From an optimization exercise on the open Yosys and OpenROAD flow, aimed at small area, a short achievable clock period and few clock cycles; shortcuts taken in it are not production practice. Function was checked by simulation only, so behaviour that the tests miss may differ from the original.

==> inputs of xenon <==
==> flow/design.v (excerpt) <==
module iec61937_framer (
    input             clk,
    input             rst,
    input             cmd_valid,
    output            cmd_ready,
    input      [7:0]  cmd_op,
    input      [31:0] cmd_arg,
    input      [31:0] cmd_dur,
    input      [31:0] cmd_cap,
    input             au_valid,
    output            au_ready,
    input      [7:0]  au_data,
    output            out_valid,
    input             out_ready,
    output     [7:0]  out_data,
    output            rsp_valid,
    output     [3:0]  rsp_status,
    output     [31:0] rsp_out_len,
    output            rsp_consumed,
    output            mem_we,
    output            mem_re,
    output     [18:0] mem_addr,
    output     [7:0]  mem_wdata,
    input      [7:0]  mem_rdata
);
    localparam [3:0] ST_OK = 4'd0, ST_NULL = 4'd5, ST_DUR = 4'd6, ST_BUF = 4'd7, ST_BAD = 4'd8;
    localparam IDLE = 0, DEC = 1, CADD = 2, CCHK = 3, WR = 4, INTK = 5, PLAN0 = 6,
               FETCH = 7, EV = 8, PEND = 9, HDR = 10, SUB = 11, UPD = 12, RW0 = 13,
               ZC = 14, TERM = 15, PAY = 16, ZERO = 17, ZDONE = 18, FIN = 19, RESP = 20,
               EV0 = 21, PD = 22, PW = 23, EV1 = 24, CADD0 = 25, UPL = 26, ZC0 = 27,
               CCHK0 = 28, PD0 = 29;
    localparam NS = 30;
    function [18:0] inc19(input [18:0] a);
        integer j;
        begin
            for (j = 0; j < 19; j = j + 1)
                inc19[j] = a[j] ^ (&(a | ~((19'd1 << j) - 19'd1)));
        end
    endfunction
    function [18:0] dec19(input [18:0] a);
        integer j;
        begin
            for (j = 0; j < 19; j = j + 1)
                dec19[j] = a[j] ^ ~(|(a & ((19'd1 << j) - 19'd1)));
        end
    endfunction
    reg [NS-1:0] st;
    reg          rdy;              
    reg        c_op20, c_op21, c_op22, c_argok, c_a16, c_big, c_durbad, c_ge16k, c_ge64k;
    reg [18:0] L;                  
    reg        Lz;                 
  ...
clock: 8.0 ns
lec_check: 0
cap_margin: 20
core_margin: 2
core_utilization: 40
cts_buf_list: sky130_fd_sc_hd__clkbuf_8
cts_cluster_size: 30
place_density: 0.6
setup_slack_margin: 5
slew_margin: 20
tns_end_percent: 15
run.sh (not shown) runs the stock make flow with config.mk's settings and CLKGATE_MAP_FILE= SYNTH_SCRIPT=/design/flow/synth_recipe.tcl, a recipe that flattens the netlist after the stock synthesis.
==> violet (differences from xenon) <==
--- a/flow/design.v
+++ b/flow/design.v
@@ -55,15 +55,12 @@
     reg [15:0] pcm;
     reg [18:0] A, S;
     reg        eq;                 
     reg [19:0] R1;                 
     reg [15:0] R2;                 
     reg        r2z;
-    reg [31:0] E;                  
-    wire [18:0] E_len = E[31:13];
-    wire [12:0] E_dur = E[12:0];
     reg [2:0]  k, cur, tb, bc;
     reg        tsel, split, nt, stored_now, take_au, cw, emit, pfirst, f_fit, f_dur;
     reg [7:0]  O, K, hold;
     reg        O_v, K_v, s1_v, we_r, we_pass;
     reg [3:0]  r_status;
     reg        r_burst, r_consumed;
@@ -84,12 +81,14 @@
     wire [16:0] capx   = {f_rate16 ? 10'h1FF : 10'h07F, a0lo, 3'd0};    
     wire [16:0] per_m16 = f_rate16 ? 17'd65520 : 17'd16368;
     wire [17:0] per     = f_rate16 ? 18'd65536 : 18'd16384;
     reg  [19:0] X;
     reg         cx;
     reg  [15:0] Y;
+    reg         sub8;              
+    wire [31:0] T = {X[18:0], Y[12:0]};
     reg         cy, sel_r2, sel_odur;
     wire [19:0] sum1 = R1 + X + {19'd0, cx};
     wire [15:0] y2   = sel_r2 ? {3'd0, R2[12:0]} : sel_odur ? {3'd0, odur} : pcm;
     wire [15:0] sum2 = y2 + Y + {15'd0, cy};
     wire [3:0]  a0lo_c = 4'd12 + {3'd0, f_pend} - {1'b0, k} - {3'd0, nt};
     reg [7:0] imm;
@@ -108,15 +107,15 @@
             endcase
         end else if (st[SUB]) begin
             case (bc)
                 3'd0: imm = {4'd0, R1[19:16]};
                 3'd1: imm = R1[15:8];
                 3'd2: imm = R1[7:0];
-                3'd3: imm = {5'd0, E_len[18:16]};
-                3'd4: imm = E_len[15:8];
-                3'd5: imm = E_len[7:0];
+                3'd3: imm = {5'd0, X[18:16]};
+                3'd4: imm = X[15:8];
+                3'd5: imm = X[7:0];
                 3'd6: imm = pcm[15:8];
                 default: imm = pcm[7:0];
             endcase
         end
     end
     wire [7:0] push_data = s1_v ? mem_rdata : (st[PAY] ? au_data : imm);
@@ -171,12 +170,13 @@
         if (rdy) L_d = cmd_arg[18:0];
         if (r2_dec) R2_d = R2_dec;
         if ((st[EV] && ev_take) || (st[FETCH] && tb == 3'd1 && !cw && !emit && kz))
             R2_d = sum2;
         if (st[PEND]) R2_d = split ? capx[15:0] : ~sum1[15:0];
         if (st[PAY] && r2z) R2_d = ~R1[15:0];
+        if (rdy) R2_d = {3'd0, cmd_dur[12:0]};
     end
     reg [NS-1:0] stn;
     always @(posedge clk) begin
         a0lo <= a0lo_c;
         kz    <= (k == 3'd0);
         k1    <= (k == 3'd1);
@@ -210,13 +210,12 @@
             c_a16    <= cmd_arg[4];
             c_big    <= |cmd_arg[31:19];
             c_durbad <= (|cmd_dur[31:13]) || (cmd_dur[12] && |cmd_dur[11:0]);
             c_ge16k  <= |cmd_cap[31:14];
             c_ge64k  <= |cmd_cap[31:16];
             R1       <= {1'b0, cmd_arg[18:0]};
-            Y        <= {3'd0, cmd_dur[12:0]};
         end
         if (K_v) begin
             if (pop) begin
                 O   <= K;
                 K_v <= 1'b0;
             end
@@ -240,19 +239,21 @@
             we_r    <= 1'b1;
             we_pass <= pass_fire;
         end
         if (st[FETCH]) begin
             tb <= tb + 3'd1;
             if (tb == 3'd0) begin
-                X  <= ~20'd8;                                
-                cx <= 1'b1;
+                if (sub8)
+                    R1 <= sum1;                              
+                sub8 <= 1'b0;
+                cx   <= 1'b0;
+            end
+            if (tb != 3'd0) begin
+                X <= {1'b0, T[23:5]};
+                Y <= {3'd0, T[4:0], mem_rdata};
             end
-            if (tb == 3'd1 && !cw && !emit)
-                R1 <= sum1;
-            if (tb != 3'd0)
-                E <= {E[23:0], mem_rdata};
         end
         stn = st;
         case (1'b1)
             st[IDLE], st[RESP]: begin
                 if (cmd_valid)
                     stn = 1 << DEC;
@@ -325,13 +326,14 @@
             st[CCHK0]: begin
                 capbad <= c_big || R1 > 20'd327680;
                 stn    = 1 << CCHK;
             end
             st[CCHK]: begin
                 cw    <= 1'b0;
-                E     <= {L, Y[12:0]};
+                X     <= {1'b0, L};
+                Y     <= {3'd0, R2[12:0]};
                 if (capbad) begin
                     r_status <= ST_BUF;
                     stn      = 1 << RESP;
                 end else begin
                     stored_now <= 1'b1;
                     r_consumed <= 1'b1;
@@ -343,18 +345,20 @@
                 end
             end
             st[WR]: begin
                 if (!we_r) begin
                     if (!emit)
                         odur <= sum2[12:0];
-                    hold <= E[31:24];
-                    E    <= {E[23:0], 8'd0};
+                    hold <= T[31:24];
+                    X    <= {1'b0, T[23:5]};
+                    Y    <= {3'd0, T[4:0], 8'd0};
                     we_r <= 1'b1;
                 end else if (tb != 3'd3) begin
-                    hold <= E[31:24];
-                    E    <= {E[23:0], 8'd0};
+                    hold <= T[31:24];
+                    X    <= {1'b0, T[23:5]};
+                    Y    <= {3'd0, T[4:0], 8'd0};
                     we_r <= 1'b1;
                     tb   <= tb + 3'd1;
                 end else begin
                     tsel <= 1'b0;
                     if (emit)
                         stn = 1 << ZC0;
@@ -370,59 +374,55 @@
             end
             st[PLAN0]: begin
                 Y          <= 16'd0;
                 cy         <= 1'b0;
                 sel_r2     <= 1'b0;
                 sel_odur   <= 1'b1;
-                R1  <= {3'd0, f_rate16 ? 10'h1FF : 10'h07F, 4'd12 + {3'd0, f_pend}, 3'd0};
+                R1  <= {3'd0, f_rate16 ? 10'h1FF : 10'h07F, 4'd11 + {3'd0, f_pend}, 3'd0};   
+                sub8 <= 1'b0;
                 k   <= 3'd0;
                 cur <= head;
-                if (count == 3'd0)
+                if (count == 3'd0) begin
+                    nt  <= 1'b1;                     
                     stn = 1 << PW;
+                end
                 else begin
                     tsel <= 1'b1;
                     tb   <= 3'd0;
                     stn  = 1 << FETCH;
                 end
             end
             st[FETCH]: begin
                 if (tb == 3'd4) begin
                     tsel <= 1'b0;
                     if (cw)
-                        stn = 1 << CADD0;
+                        stn = 1 << CADD;
                     else if (!emit)
                         stn = 1 << EV0;
                     else if (pfirst)
                         stn = 1 << UPL;
                     else
                         stn = 1 << SUB;
                 end
             end
             st[EV0]: begin
-                X        <= ~{1'b0, E_len};
+                X        <= ~X;
                 cx       <= 1'b1;
-                Y        <= ~{3'd0, E_dur};
+                Y        <= ~Y;
                 cy       <= 1'b1;
                 sel_r2   <= 1'b1;
                 sel_odur <= 1'b0;
                 stn      = 1 << EV1;
             end
             st[EV1]: begin
                 f_fit <= !sum1[19];
                 f_dur <= !sum2[15];
                 stn   = 1 << EV;
             end
-            st[CADD0]: begin
-                X   <= {1'b0, E_len};
-                cx  <= 1'b0;
-                stn = 1 << CADD;
-            end
             st[SUB], st[UPL]: begin
-                X        <= {1'b0, E_len};
                 cx       <= 1'b0;
-                Y        <= {3'd0, E_dur};
                 cy       <= 1'b0;
                 sel_r2   <= 1'b0;
                 sel_odur <= 1'b0;
                 if (st[UPL] || (tok_imm && bc == 3'd7))
                     stn = 1 << UPD;
             end
@@ -439,12 +439,15 @@
                     if (!f_fit) begin
                         split <= 1'b1;
                         stn   = 1 << PW;
                     end else if (klast)
                         stn = 1 << PW;
                     else begin
+                        X    <= ~20'd8;
+                        cx   <= 1'b1;
+                        sub8 <= 1'b1;
                         tsel <= 1'b1;
                         tb   <= 3'd0;
                         stn  = 1 << FETCH;
                     end
                 end else begin
                     nt  <= 1'b1;
@@ -510,13 +513,14 @@
                         tb   <= 3'd0;
                         stn  = 1 << FETCH;
                     end
                 end
             end
             st[RW0]: begin
-                E     <= {sum1[18:0], 13'd0};
+                X     <= {1'b0, sum1[18:0]};
+                Y     <= 16'd0;
                 cur   <= head;
                 tsel  <= 1'b1;
                 tb    <= 3'd0;
                 stn   = 1 << WR;
             end
             st[ZC]: begin
CTS_BUF_LIST = not set   (was sky130_fd_sc_hd__clkbuf_8)
CTS_CLUSTER_SIZE = not set   (was 30)
TNS_END_PERCENT = 5   (was 15)
==> juniper (differences from xenon) <==
CTS_BUF_LIST = not set   (was sky130_fd_sc_hd__clkbuf_8)
CTS_CLUSTER_SIZE = not set   (was 30)
==> summary.txt <==
- Critical Path, Cell by Cell: buf_6, nand2b_4, or2_4, a21oi_4, or2_4, buf_6
- Max reg flops: 32
- Register area share after synthesis: about a third
- N_diodes: 3
- Commonest non-fill, non-tap cell in the layout: nand2_1
- Worst-case hold slack: between 400 and 500 ps
- Most flops, register: E
- Kind of end point of the critical path: output port
- Status: complete, no violations
- Die height: 242.7 um
- Initial Util: about 40%
- Resized cells post-CTS: ~140
- Worst-skew pair later-pin latency: between 700 and 800 ps
- R2r setup slk: between 4000 and 5000 ps
- Sequential Area: between 7000 and 8000 sq um
-- figures above: xenon

==> summary.txt <==
- Max reg flops: 32
- Most flops, register: E
- Critical Path, Cell by Cell: buf_6, nand2b_4, or2_4, a21oi_4, or2_4, buf_6
- Kind of end point of the critical path: output port
- Worst-skew pair later-pin latency: 600 ps
- Syn. warnings: 1
- Status: complete, no violations
- Worst-case hold slack: 441.3 ps
- Resized cells post-CTS: 109
- Initial Util: about two fifths
- R2r setup slk: 4480 ps
-- figures above: juniper

==> summary.txt <==
- Status: complete, no violations
- Register area share after synthesis: between 30 and 40%
- Commonest non-fill, non-tap cell in the layout: nor2_1
- Sequential Area: around 7200 sq um
- Kind of end point of the critical path: flip-flop
- Worst-skew pair later-pin latency: 580 ps
- R2r setup slk: 4570 ps
- Most flops, register: st
- Worst-case hold slack: around 430 ps
- N_diodes: 4
- Die height: around 240 um
-- figures above: violet

Testbench counts of xenon, summed over its fixed seeds: cycles 3,719,591.
Testbench counts of violet, summed over its fixed seeds: cycles 3,719,504.
Testbench counts of juniper, summed over its fixed seeds: cycles 3,719,591.

afterwards: timing with drivers on the ports:
The flow's constraints put no driver on any port. The routed layouts listed below were extracted and timed again, unchanged, in two steps.
Step 1: set_driving_cell puts a clkbuf_16 on clk and a buf_2 on each other input, an assumption about the parent block.
Step 2 also shifts input and output timing later by t, the mid clock arrival at the registers, as if the neighbouring blocks saw the same clock.
a / b / c = ideal / step 1 / step 2; a / b = the first two.
run	shift t [ns]	slack for setup (ns)	slew at the worst register clock pin (ns)	worst data-port slew with drivers (ns)
xenon	0.766	4.324 / 4.263 / 3.985	0.07 / 0.07	0.06
violet	0.635	4.572 / 4.546 / 4.115	0.07 / 0.07	0.07
juniper	0.653	4.448 / 4.384 / 3.893	0.07 / 0.07	0.05
After both steps every run listed still meets setup and hold. The setup slack of juniper, which loses most, moves by -0.064 ns with the drivers and by -0.555 ns with both steps.
